From an optimization exercise on the open Yosys and OpenROAD flow, aimed at small area, a short achievable clock period and few clock cycles per item; shortcuts taken in it are not production practice.
In this exercise RTL edits were held to simulation tests only and were not proved equivalent to the original.

## run A
Design sm3_stream, start of the top module:
module sm3_stream (
    input  wire         clk,
    input  wire         rst,          
    input  wire         in_valid,
    output reg          in_ready,
    input  wire [31:0]  in_data,      
    input  wire         in_last,
    input  wire [2:0]   in_nbytes,    
    output wire         out_valid,
    output wire [255:0] digest_o
);
    reg         pad_q;        
    reg         need80_q;     
    reg         lenblk_q;     
    reg [3:0]   slot_q;       
    reg [58:0]  words_q;      
    reg [1:0]   resid_q;      
    reg         clr_q;        
    wire        core_take;
    wire        core_open;
    wire [63:0] len_bits = {words_q, resid_q, 3'b000};
    wire        words_inc;      
    wire        nb4 = in_nbytes[2];     
    assign      words_inc = ~in_last | nb4;
    reg  [31:0] last_word;
    always @(*) begin
        case (in_nbytes[1:0])
            2'd0: last_word = 32'h80000000;
            2'd1: last_word = {in_data[31:24], 24'h800000};
            2'd2: last_word = {in_data[31:16], 16'h8000};
            default: last_word = {in_data[31:8], 8'h80};
        endcase
        if (nb4)
            last_word = in_data;
    end
    wire [31:0] pad_word = need80_q ? 32'h80000000 :
                           (lenblk_q & (slot_q == 4'd14)) ? len_bits[63:32] :
                           (lenblk_q & (slot_q == 4'd15)) ? len_bits[31:0] : 32'd0;
    wire        f_valid = pad_q | in_valid;
    wire [31:0] f_data  = pad_q ? pad_word : (in_last ? last_word : in_data);
    wire        f_final = pad_q & lenblk_q & (slot_q == 4'd15);
  ...
Size in the first run: ~6600 cells after synthesis, roughly 1100 flip-flops, roughly 300 I/O pins, ~62000 sq um of cells after synthesis.
clock: 20.0 ns
lec_check: 0
cap_margin: 20
core_margin: 2
core_utilization: 40
place_density: 0.6
slew_margin: 20
standard.sh (not shown) runs the stock make flow with config.mk's settings and CLKGATE_MAP_FILE= SYNTH_SCRIPT=/design/flow/synth_recipe.tcl, a recipe that flattens the netlist after the stock synthesis.
==> flow/flow/run.sh <==
#!/bin/bash
# Layout flow: the standard ORFS flow, with four changes.
#  1. Synthesis is ORFS's synthesis script (as synth_recipe.tcl runs it) except
#     that ABC maps the logic with the delay-oriented script flow/abc_delay.script
#     and adders are left to ABC (no full-adder cell mapping, ADDER_MAP_FILE empty).
#     Registers are mapped before ABC, so they are the standard synthesis's.
#  2. The timing repair passes aim for extra setup slack (SETUP_SLACK_MARGIN),
#     working on the worst 5% of the endpoints below it (TNS_END_PERCENT).
#  3. The port buffers are buf_2 cells instead of the default (a delay cell).
#  4. Clock tree synthesis adds no dummy loads and clusters up to 22 sinks per leaf buffer.
# The clock, constraints and every other step are the standard flow's.
set -euo pipefail
W=$(pwd)
SCR=${FLOW_HOME:-/OpenROAD-flow-scripts/flow}/scripts
sed "s#log_cmd abc {\*}\$abc_args#log_cmd abc {*}[lreplace \$abc_args 1 1 $W/flow/abc_delay.script]#" \
    "$SCR/synth.tcl" > "$W/synth_delay.tcl"
grep -q "abc_delay.script" "$W/synth_delay.tcl"
sed "s#\$::env(SCRIPTS_DIR)/synth.tcl#$W/synth_delay.tcl#" "$W/synth_recipe.tcl" > "$W/synth_recipe_delay.tcl"
grep -q "synth_delay.tcl" "$W/synth_recipe_delay.tcl"
bash standard.sh synth SYNTH_SCRIPT="$W/synth_recipe_delay.tcl" ADDER_MAP_FILE= > synth_make.log 2>&1
bash standard.sh finish SETUP_SLACK_MARGIN=14.5 TNS_END_PERCENT=5 \
    "BUFFER_PORTS_ARGS=-buffer_cell sky130_fd_sc_hd__buf_2" \
    "CTS_ARGS=-sink_clustering_enable -repair_clock_nets -dont_use_dummy_load -sink_clustering_size 22 -sink_clustering_max_diameter 100" \
    > layout_make.log 2>&1
==> flow/flow/abc_delay.script <==
strash
dch
map -D 3000
buffer -c
topo
stime -c
upsize -c
dnsize -c
Testbench counts of run A, summed over its fixed seeds: cycles 58,300, bytes 42,033.
[inputs] run B vs run A
--- a/flow/flow/run.sh
+++ b/flow/flow/run.sh
@@ -9,2 +9,3 @@
 #  3. The port buffers are buf_2 cells instead of the default (a delay cell).
+#  5. The core is 55% utilised (placement density 0.65).
 #  4. Clock tree synthesis adds no dummy loads and clusters up to 22 sinks per leaf buffer.
@@ -20,3 +21,3 @@
 bash standard.sh synth SYNTH_SCRIPT="$W/synth_recipe_delay.tcl" ADDER_MAP_FILE= > synth_make.log 2>&1
-bash standard.sh finish SETUP_SLACK_MARGIN=14.5 TNS_END_PERCENT=5 \
+bash standard.sh finish SETUP_SLACK_MARGIN=14.5 TNS_END_PERCENT=5 CORE_UTILIZATION=55 PLACE_DENSITY=0.65 \
     "BUFFER_PORTS_ARGS=-buffer_cell sky130_fd_sc_hd__buf_2" \
==> flow/flow/abc_delay.script <==
strash
dch
map -D 3500
buffer -c
topo
stime -c
upsize -c
dnsize -c
Notes after the runs:
Relative to run A, the count of cell instances traversed by the critical path of run B is higher by 1.
Compared to run A, the router laid down less metal wire for run B.
Sequential portion of the cell area ended up 1.6 points higher on run B than on run A.
Measured against each other, run B and run A differ in max-slew headroom at the worst pin, the lower figure coming from run B.
Sort run B and run A by die span in x, ascending, and run B comes first.
The post-synthesis share of cell area spent on full adders, half adders and majority gates was comparable across run B and run A.
Worst reg-to-reg path cell count for run B is higher than for run A.
## Diff of input files: run C against run B
--- a/flow/flow/run.sh
+++ b/flow/flow/run.sh
@@ -9,3 +9,2 @@
 #  3. The port buffers are buf_2 cells instead of the default (a delay cell).
-#  5. The core is 55% utilised (placement density 0.65).
 #  4. Clock tree synthesis adds no dummy loads and clusters up to 22 sinks per leaf buffer.
@@ -21,3 +20,3 @@
 bash standard.sh synth SYNTH_SCRIPT="$W/synth_recipe_delay.tcl" ADDER_MAP_FILE= > synth_make.log 2>&1
-bash standard.sh finish SETUP_SLACK_MARGIN=14.5 TNS_END_PERCENT=5 CORE_UTILIZATION=55 PLACE_DENSITY=0.65 \
+bash standard.sh finish SETUP_SLACK_MARGIN=14.5 TNS_END_PERCENT=0 CORE_UTILIZATION=50 PLACE_DENSITY=0.65 \
     "BUFFER_PORTS_ARGS=-buffer_cell sky130_fd_sc_hd__buf_2" \
Results
Run C vs. run B: post-route cell area saw a decrease, logic depth of the worst register-to-register path saw a decrease, share of the clock period used by the worst path saw a decrease.
Run C ran to completion and came out clean on the timing, DRC and antenna checks.
Global routing met2 resource utilization down 4.3 points in run C wrt run B
Taking run B as the reference point, the layout overhead on the synthesized area of run C falls by 2.1 points.
Input changes introduced in run D (baseline for comparison: run C):
--- a/flow/flow/run.sh
+++ b/flow/flow/run.sh
@@ -6,4 +6,4 @@
 #     Registers are mapped before ABC, so they are the standard synthesis's.
-#  2. The timing repair passes aim for extra setup slack (SETUP_SLACK_MARGIN),
-#     working on the worst 5% of the endpoints below it (TNS_END_PERCENT).
+#  2. The timing repair passes aim for extra setup slack (SETUP_SLACK_MARGIN)
+#     and work on the worst path only (TNS_END_PERCENT=0).
 #  3. The port buffers are buf_2 cells instead of the default (a delay cell).
@@ -20,3 +20,3 @@
 bash standard.sh synth SYNTH_SCRIPT="$W/synth_recipe_delay.tcl" ADDER_MAP_FILE= > synth_make.log 2>&1
-bash standard.sh finish SETUP_SLACK_MARGIN=14.5 TNS_END_PERCENT=0 CORE_UTILIZATION=50 PLACE_DENSITY=0.65 \
+bash standard.sh finish SETUP_SLACK_MARGIN=14.5 TNS_END_PERCENT=0 \
     "BUFFER_PORTS_ARGS=-buffer_cell sky130_fd_sc_hd__buf_2" \
## What came out
Remaining max-slew budget at the tightest pin, run C and run D, lower one = run C. Diff run C -> run D: detailed-route wire length now larger, global-route usage now smaller.

==> port drivers added, routing unchanged <==
In the flow no input, the clock included, has a driving cell. The finished layouts below were timed again as built, in two steps. Step 1, drivers: a clkbuf_16 drives clk and a buf_2 each remaining input, both assumed. Step 2 also shifts input and output timing later by t, the mid clock arrival at the registers, as if the neighbouring blocks saw the same clock. Three values: ideal, step 1, step 2; two values: the first two.
run	shift t [ns]	setup slack, ns	worst hold slack (ns)
run A	0.758	14.343 / 14.343 / 13.629	0.383 / 0.383 / 0.383
run B	0.771	14.308 / 14.368 / 13.597	0.375 / 0.375 / 0.375
run C	0.771	14.347 / 14.378 / 13.607	0.354 / 0.354 / 0.354
run D	0.792	14.433 / 14.389 / 13.699	0.358 / 0.358 / 0.358
After both steps every run listed still meets setup and hold. The setup slack of run C, which loses most, moves by +0.031 ns with the drivers and by -0.740 ns with both steps.
